This is an optimization exercise on Yosys and OpenROAD, whose aim is small area, a short achievable clock period and few clock cycles, not a production implementation.
RTL that was checked went through simulation tests only; none was proved equivalent to the original.

## thermy_ck8
module thermy_ck8 #(
    parameter WMAX = 32,
    parameter AW   = 5,
    parameter [7:0] PRE0 = 8'h51,
    parameter [7:0] PRE1 = 8'h78
) (
    input  wire        clk,
    input  wire        rst,
    input  wire        cmd_valid,
    output wire        cmd_ready,
    input  wire [31:0] cmd_data,
    output reg  [31:0] res,
    output reg         res_valid,
    output wire        out_valid,
    input  wire        out_ready,
    output wire [7:0]  out_data
);
    localparam [2:0] E_ILL = 3'd1, E_ENC = 3'd2, E_CFG = 3'd3, E_SEQ = 3'd4;
    localparam [7:0] OP_NOP = 8'h00, OP_SETCTRL = 8'h01, OP_SETW = 8'h02,
                     OP_SETA = 8'h03, OP_RDREG = 8'h04, OP_CLRERR = 8'h05,
                     OP_RSTRAS = 8'h06, OP_CKCLR = 8'h10, OP_CKUPD = 8'h11,
                     OP_CKRD = 8'h12, OP_FRBT = 8'h20, OP_FRBR = 8'h21,
                     OP_FRPUT = 8'h22, OP_FRI2B = 8'h23, OP_REVB = 8'h24,
                     OP_FCCLR = 8'h30, OP_FCPUT = 8'h31, OP_DQPIX = 8'h40,
                     OP_BPPIX = 8'h50;
    localparam [2:0] FC_IDLE = 3'd0, FC_BUSY = 3'd1, FC_OK = 3'd2, FC_BADPRE = 3'd3,
                     FC_BADTYPE = 3'd4, FC_BADCK = 3'd5, FC_BADTERM = 3'd6;
    localparam [3:0] P_P0 = 4'd0, P_P1 = 4'd1, P_CMD = 4'd2, P_TYPE = 4'd3,
                     P_L0 = 4'd4, P_L1 = 4'd5, P_PAY = 4'd6, P_CK = 4'd7,
                     P_TERM = 4'd8;
    localparam [17:0] DV = 18'd159375;       
    localparam [1:0]  K_BP = 2'd0, K_TH = 2'd1, K_ED = 2'd2;
    reg [2:0]  errcode;
    reg        mode, rev, route;
    reg [2:0]  wc;               
    reg [7:0]  alpha;
    reg [7:0]  ckcrc;
    reg [7:0]  frcmd;
    reg        frtype;
    reg [15:0] frrem;
    reg [2:0]  fcstat;
    reg [3:0]  fcphase;
    reg [7:0]  fccmd;
    reg        fctype;
    reg [15:0] fclen;
    reg [15:0] fcrem;
    reg [7:0]  fccrc;
    reg [4:0]  dqx;
    reg [31:0] dqy;
    reg [4:0]  bpx;
    reg [31:0] bplines;
    reg [31:0] outcnt;
    reg [3:0]  oc_pend;
    reg        dqy_inc, bpl_inc;  
    reg        zrow;             
  ...
clock: 20.0 ns
lec_check: 0
cap_margin: 20
core_margin: 2
core_utilization: 20
place_density: 0.3
slew_margin: 20
run.sh (not shown) runs the stock make flow with config.mk's settings and CLKGATE_MAP_FILE= SYNTH_SCRIPT=/design/flow/synth_recipe.tcl, a recipe that flattens the netlist after the stock synthesis.
Testbench counts at the start, summed over its fixed seeds: cycles 10,576.
Next try:
==> flow/flow/run.sh (new file) <==
#!/bin/bash
set -euo pipefail
bash standard.sh SETUP_SLACK_MARGIN=14.4 SKIP_GATE_CLONING=1 \
    "BUFFER_PORTS_ARGS=-buffer_cell sky130_fd_sc_hd__buf_4" finish > standard_make.log 2>&1
==> flow/standard.sh (new file) <==
#!/bin/bash
# synth_recipe.tcl (not shown) runs the flow's synth.tcl, then flattens the netlist and writes it again
# the make line also repeats each setting of config.mk as NAME=value (left out here)
make -C /OpenROAD-flow-scripts/flow DESIGN_CONFIG=/design/flow/config.mk WORK_HOME=/design/flow/orfs CLKGATE_MAP_FILE= SYNTH_SCRIPT=/design/flow/synth_recipe.tcl "${@:-finish}"
Settings changed: CORE_UTILIZATION 20 to 50, PLACE_DENSITY 0.3 to 0.6.
removed: flow/run.sh
Effect: The new run finished clean. Design area is lower by about 4.7%. Critical path depth is lower by 7. Via count is higher by about 0.5%.
Next try:
Settings changed: CORE_UTILIZATION 50 to 20, CTS_CLUSTER_DIAMETER set to 150, CTS_CLUSTER_SIZE set to 20, PLACE_DENSITY 0.6 to 0.3.
Setup slack improves by 0.095 ns.
Synthesized area stays the same.
Synthesized cell count does not change.
Final cell count is higher by 31%.
Wire length came out higher by 32%.
Core utilization drops by 33 points.
Next try:
==> flow/flow/run.sh (replaced) <==
#!/bin/bash
set -euo pipefail
bash standard.sh SETUP_SLACK_MARGIN=${MARGIN:-14.4} SKIP_GATE_CLONING=1 finish > standard_make.log 2>&1
Settings changed: CTS_CLUSTER_DIAMETER 150 to not set, CTS_CLUSTER_SIZE 20 to not set.
Non-clock buffer count drops by 29.
Register-to-register slack is worse by 0.05 ns.
Die area stays the same.
Synthesized area does not change.

thermy_ck8 again, from the RTL that the note above started with.
clock: 20.0 ns
lec_check: 0
cap_margin: 20
core_margin: 2
core_utilization: 20
cts_buf_list: sky130_fd_sc_hd__clkbuf_4 sky130_fd_sc_hd__clkbuf_8
cts_cluster_size: 20
place_density: 0.3
slew_margin: 20
Stock flow here: none of the scripts above is used.
Testbench counts at the start, summed over its fixed seeds: cycles 10,576.
Next try:
==> flow/flow/run.sh (new file) <==
#!/bin/bash
set -euo pipefail
bash standard.sh SETUP_SLACK_MARGIN=14.8 SKIP_GATE_CLONING=1 \
    "BUFFER_PORTS_ARGS=-buffer_cell sky130_fd_sc_hd__buf_4" finish > standard_make.log 2>&1
==> flow/standard.sh (new file) <==
#!/bin/bash
# synth_recipe.tcl (not shown) runs the flow's synth.tcl, then flattens the netlist and writes it again
# the make line also repeats each setting of config.mk as NAME=value (left out here)
make -C /OpenROAD-flow-scripts/flow DESIGN_CONFIG=/design/flow/config.mk WORK_HOME=/design/flow/orfs CLKGATE_MAP_FILE= SYNTH_SCRIPT=/design/flow/synth_recipe.tcl "${@:-finish}"
Settings changed: CTS_BUF_LIST sky130_fd_sc_hd__clkbuf_4 sky130_fd_sc_hd__clkbuf_8 to unset, CTS_CLUSTER_SIZE 20 to unset.
removed: flow/run.sh
Effect: Worst setup slack improves by 0.93 ns. Area after synthesis stays the same. Critical path depth went down by 18. Worst hold slack degrades by 0.068 ns.

== red ==
Another version of the RTL of thermy_ck8 (not shown whole).
For scale: ~6400 cells after synthesis, ~880 flip-flops, roughly 52000 um2 of cells after synthesis.
==> flow/config.mk <==
export PLATFORM = sky130hd
export DESIGN_NAME = thermy_ck8
export DESIGN_NICKNAME = thermy_ck8
export VERILOG_FILES = /design/flow/design.v
export SDC_FILE = /design/flow/constraint.sdc
export NUM_CORES = 4
export LEC_CHECK = 0
export ABC_AREA = 1
export CAP_MARGIN = 20
export CORE_MARGIN = 2
export CORE_UTILIZATION = 20
export CTS_CLUSTER_DIAMETER = 150
export CTS_CLUSTER_SIZE = 20
export PLACE_DENSITY = 0.3
export SLEW_MARGIN = 20
==> flow/constraint.sdc <==
create_clock -name core_clock -period 20.0 [get_ports {clk}]
set_input_delay 4.0000 -clock core_clock [delete_from_list [all_inputs] [get_ports {clk}]]
set_output_delay 4.0000 -clock core_clock [all_outputs]
set_load 0.01 [all_outputs]
standard.sh (not shown) runs the stock make flow with config.mk's settings and CLKGATE_MAP_FILE= SYNTH_SCRIPT=/design/flow/synth_recipe.tcl, a recipe that flattens the netlist after the stock synthesis.
==> flow/flow/run.sh <==
#!/bin/bash
set -euo pipefail
bash standard.sh SETUP_SLACK_MARGIN=14.6 SKIP_GATE_CLONING=1 \
    "BUFFER_PORTS_ARGS=-buffer_cell sky130_fd_sc_hd__buf_4" finish > standard_make.log 2>&1
red: PASS, flow complete, no timing, DRC or antenna violations
Testbench counts of red, summed over its fixed seeds: cycles 10,576.
Inputs modified between red and blue:
- ABC_AREA: 1 -> unset
-- flow/flow/run.sh --
<<< red, line 3
bash standard.sh SETUP_SLACK_MARGIN=14.6 SKIP_GATE_CLONING=1 \
>>> blue, line 3
bash standard.sh SETUP_SLACK_MARGIN=14.8 SKIP_GATE_CLONING=1 \
- Delta (blue minus red): growth of design area from synthesis to finish went up; utilization of the core after routing rose 0.45 points.
- Taking red as the reference, in blue number of unique standard cell types used by synthesis picked up an extra 56%; layout filler cell count saw a decrease; post-synthesis share of cell area spent on and, or, nand and nor gates decreased by 5.4 points relative to the old numbers.
For green, these inputs were changed with respect to blue:
-- flow/flow/run.sh --
<<< blue, line 3
bash standard.sh SETUP_SLACK_MARGIN=14.8 SKIP_GATE_CLONING=1 \
>>> green, line 3
bash standard.sh SETUP_SLACK_MARGIN=14.4 SKIP_GATE_CLONING=1 \
Between blue and green, final HPWL from detailed placement decreased.
Number of standard cells in the layout, taps in and fillers out was higher in blue than in green.
Number of non-clock buffers in the layout (blue / green): 1.3
Status: portion of the layout cell area used by clock cells parity (green, blue)
blue has lower number of stages on the worst setup path than green.
The inputs of orange differ from those of green as listed below.
-- flow/flow/run.sh --
<<< green, line 3
bash standard.sh SETUP_SLACK_MARGIN=14.4 SKIP_GATE_CLONING=1 \
>>> orange, line 3
bash standard.sh SETUP_SLACK_MARGIN=14.8 SKIP_GATE_CLONING=1 MATCH_CELL_FOOTPRINT=0 \
### Flow results
- Looking at largest net degree at the start of global routing, orange sits 1.2% above green.
- In the flow results for green and orange, the post-layout minimum cycle time is smaller on orange.
- When orange is measured against green, its non-filler instance count after layout turns out 0.65% higher.
- On relative slew slack: between green and orange, it ends up higher for orange.
- Parity-gate share of the synthesized area counting xor and xnor cells came out exactly the same in green and orange.
### orange -> purple
-- flow/flow/run.sh --
<<< orange, line 3
bash standard.sh SETUP_SLACK_MARGIN=14.8 SKIP_GATE_CLONING=1 MATCH_CELL_FOOTPRINT=0 \
>>> purple, line 3
bash standard.sh SETUP_SLACK_MARGIN=14.6 SKIP_GATE_CLONING=1 \
==> comparison <==
- Sequential share of layout area | purple above orange
- In the flow results for purple and orange, the post-layout minimum cycle time is smaller on orange.
- Critical path depth essentially unchanged between purple and orange.
- orange was larger in final cell area than purple.

## 05-06
thermy_ck8, a different RTL version from the one above (not shown whole).
For scale: ~5000 cells after synthesis, about 880 flip-flops, ~79 I/O pins, about 49000 µm² of cells after synthesis.
export LEC_CHECK = 0
export CAP_MARGIN = 20
export CORE_MARGIN = 2
export CORE_UTILIZATION = 30
export CTS_CLUSTER_DIAMETER = 150
export CTS_CLUSTER_SIZE = 20
export PLACE_DENSITY = 0.45
export SLEW_MARGIN = 20
create_clock -name core_clock -period 20.0 [get_ports {clk}]
==> flow/flow/run.sh <==
#!/bin/bash
set -euo pipefail
bash standard.sh SETUP_SLACK_MARGIN=14.6 SKIP_GATE_CLONING=1 \
    "BUFFER_PORTS_ARGS=-buffer_cell sky130_fd_sc_hd__buf_4" finish > standard_make.log 2>&1
Input-level comparison between 01-18 and 05-06:
Settings: swapping 0.45 for 0.3 in PLACE_DENSITY; swapping 30 for 20 in CORE_UTILIZATION.
==> comparison <==
The launch point of the worst path comes out res[3]$_SDFFE_PP0P_ in one run and res[5]$_SDFFE_PP0P_ in the other, namely in 01-18 and 05-06 respectively.
The higher layout overhead on the synthesized area of 05-06 and 01-18 is in 01-18.
For post-cts resize count, dividing the value from 01-18 by the value from 05-06 gives 1.5.
Against 05-06, 01-18 reports a final critical-path share of the clock period that is higher.
On clock slew at the register clock pins of the worst setup and hold paths, 05-06 and 01-18 are basically level.
01-18 vs 05-06: met2 global-route usage down
Function was not checked in any run of this note: the RTL went through the layout flow alone.

## north
thermy_ck8, a different RTL version from the one above (not shown whole).
Size in the first run: about 870 flip-flops, ~79 I/O pins, ~49000 um^2 of cells after synthesis.
clock: 20.0 ns
lec_check: 0
cap_margin: 20
core_margin: 2
core_utilization: 30
cts_cluster_diameter: 150
cts_cluster_size: 20
place_density: 0.45
slew_margin: 20
Scripts as last shown in full above: flow/flow/run.sh
north finished end to end and its layout was clean on timing, DRC and antenna.
Testbench counts of north, summed over its fixed seeds: cycles 10,584.
#### Input delta (south over north)
- PLACE_DENSITY changed from 0.45 to 0.3
- CORE_UTILIZATION changed from 30 to 20
==> summary.txt <==
- south finished all stages; the layout is clean.
- Sort south and north by share of final layout cell area taken by non-clock buffers, ascending, and north comes first.
- Looking only at shortest period the worst path allows, and setting everything else aside, the higher value of south and north goes to south.
- south vs. north: number of placed instances, taps included went up by 15%.
- Between south and north, the clock latency reported for the late side of the worst-skew pair is lower for north.
- Looking at launching element of the worst setup path, the res[0] result is from north; the rst one comes from south.
- Note that the clock-buffer cell count recorded for south amounts to 1.05 times the value seen in north.
- Of south and north, it is south that has the higher mean routed wirelength per cell.
- south gives more row count than north did.
- Uppermost layer routed = met5: north; uppermost layer routed = met4: south
- Sort south and north by initial antenna violation count, descending, and south comes first.

re-timing with driven ports:
Ports are ideal in the flow. The routed layouts listed here were re-timed in OpenROAD. Step 1 (the two cells are an assumption about what drives the block):
set clk [get_ports {clk}]
set_driving_cell -lib_cell sky130_fd_sc_hd__clkbuf_16 $clk
set_driving_cell -lib_cell sky130_fd_sc_hd__buf_2 [delete_from_list [all_inputs] $clk]
Step 2 moves the port delays by t, midway between the first and last clock arrival at a register: inputs arrive t later, outputs are due t later. That takes back most of the time a late clock gives input paths. Slacks: ideal ports / drivers / drivers and shift; pairs: ideal ports / drivers.
| run | t (ns) | setup slack, ns | worst data-port slew with drivers (ns) |
|---|---|---|---|
| the first run of note 1 | 0.800 | 13.554 / 13.554 / 13.554 | 0.09 |
| the second run of note 1 | 0.751 | 14.430 / 14.430 / 14.158 | 0.06 |
| the third run of note 1 | 0.767 | 14.525 / 14.568 / 13.801 | 0.10 |
| the fourth run of note 1 | 0.813 | 14.499 / 14.423 / 13.926 | 0.10 |
| the first run of note 2 | 1.006 | 13.618 / 13.618 / 13.618 | 0.09 |
| the second run of note 2 | 0.825 | 14.547 / 14.466 / 14.227 | 0.11 |
| red | 0.802 | 14.512 / 14.428 / 14.062 | 0.10 |
| blue | 0.802 | 14.720 / 14.633 / 14.201 | 0.07 |
| green | 0.790 | 14.538 / 14.588 / 13.797 | 0.07 |
| orange | 0.803 | 14.709 / 14.621 / 14.175 | 0.05 |
| purple | 0.795 | 14.676 / 14.587 / 14.092 | 0.06 |
| 05-06 | 0.747 | 14.706 / 14.620 / 14.051 | 0.09 |
| 01-18 | 0.805 | 14.660 / 14.575 / 14.005 | 0.06 |
| north | 0.759 | 14.663 / 14.585 / 14.008 | 0.06 |
| south | 0.791 | 14.596 / 14.599 / 13.857 | 0.09 |
After both steps every run listed still meets setup and hold. For green, which loses most, drivers alone change the setup slack by +0.050 ns; drivers and shift together by -0.741 ns.
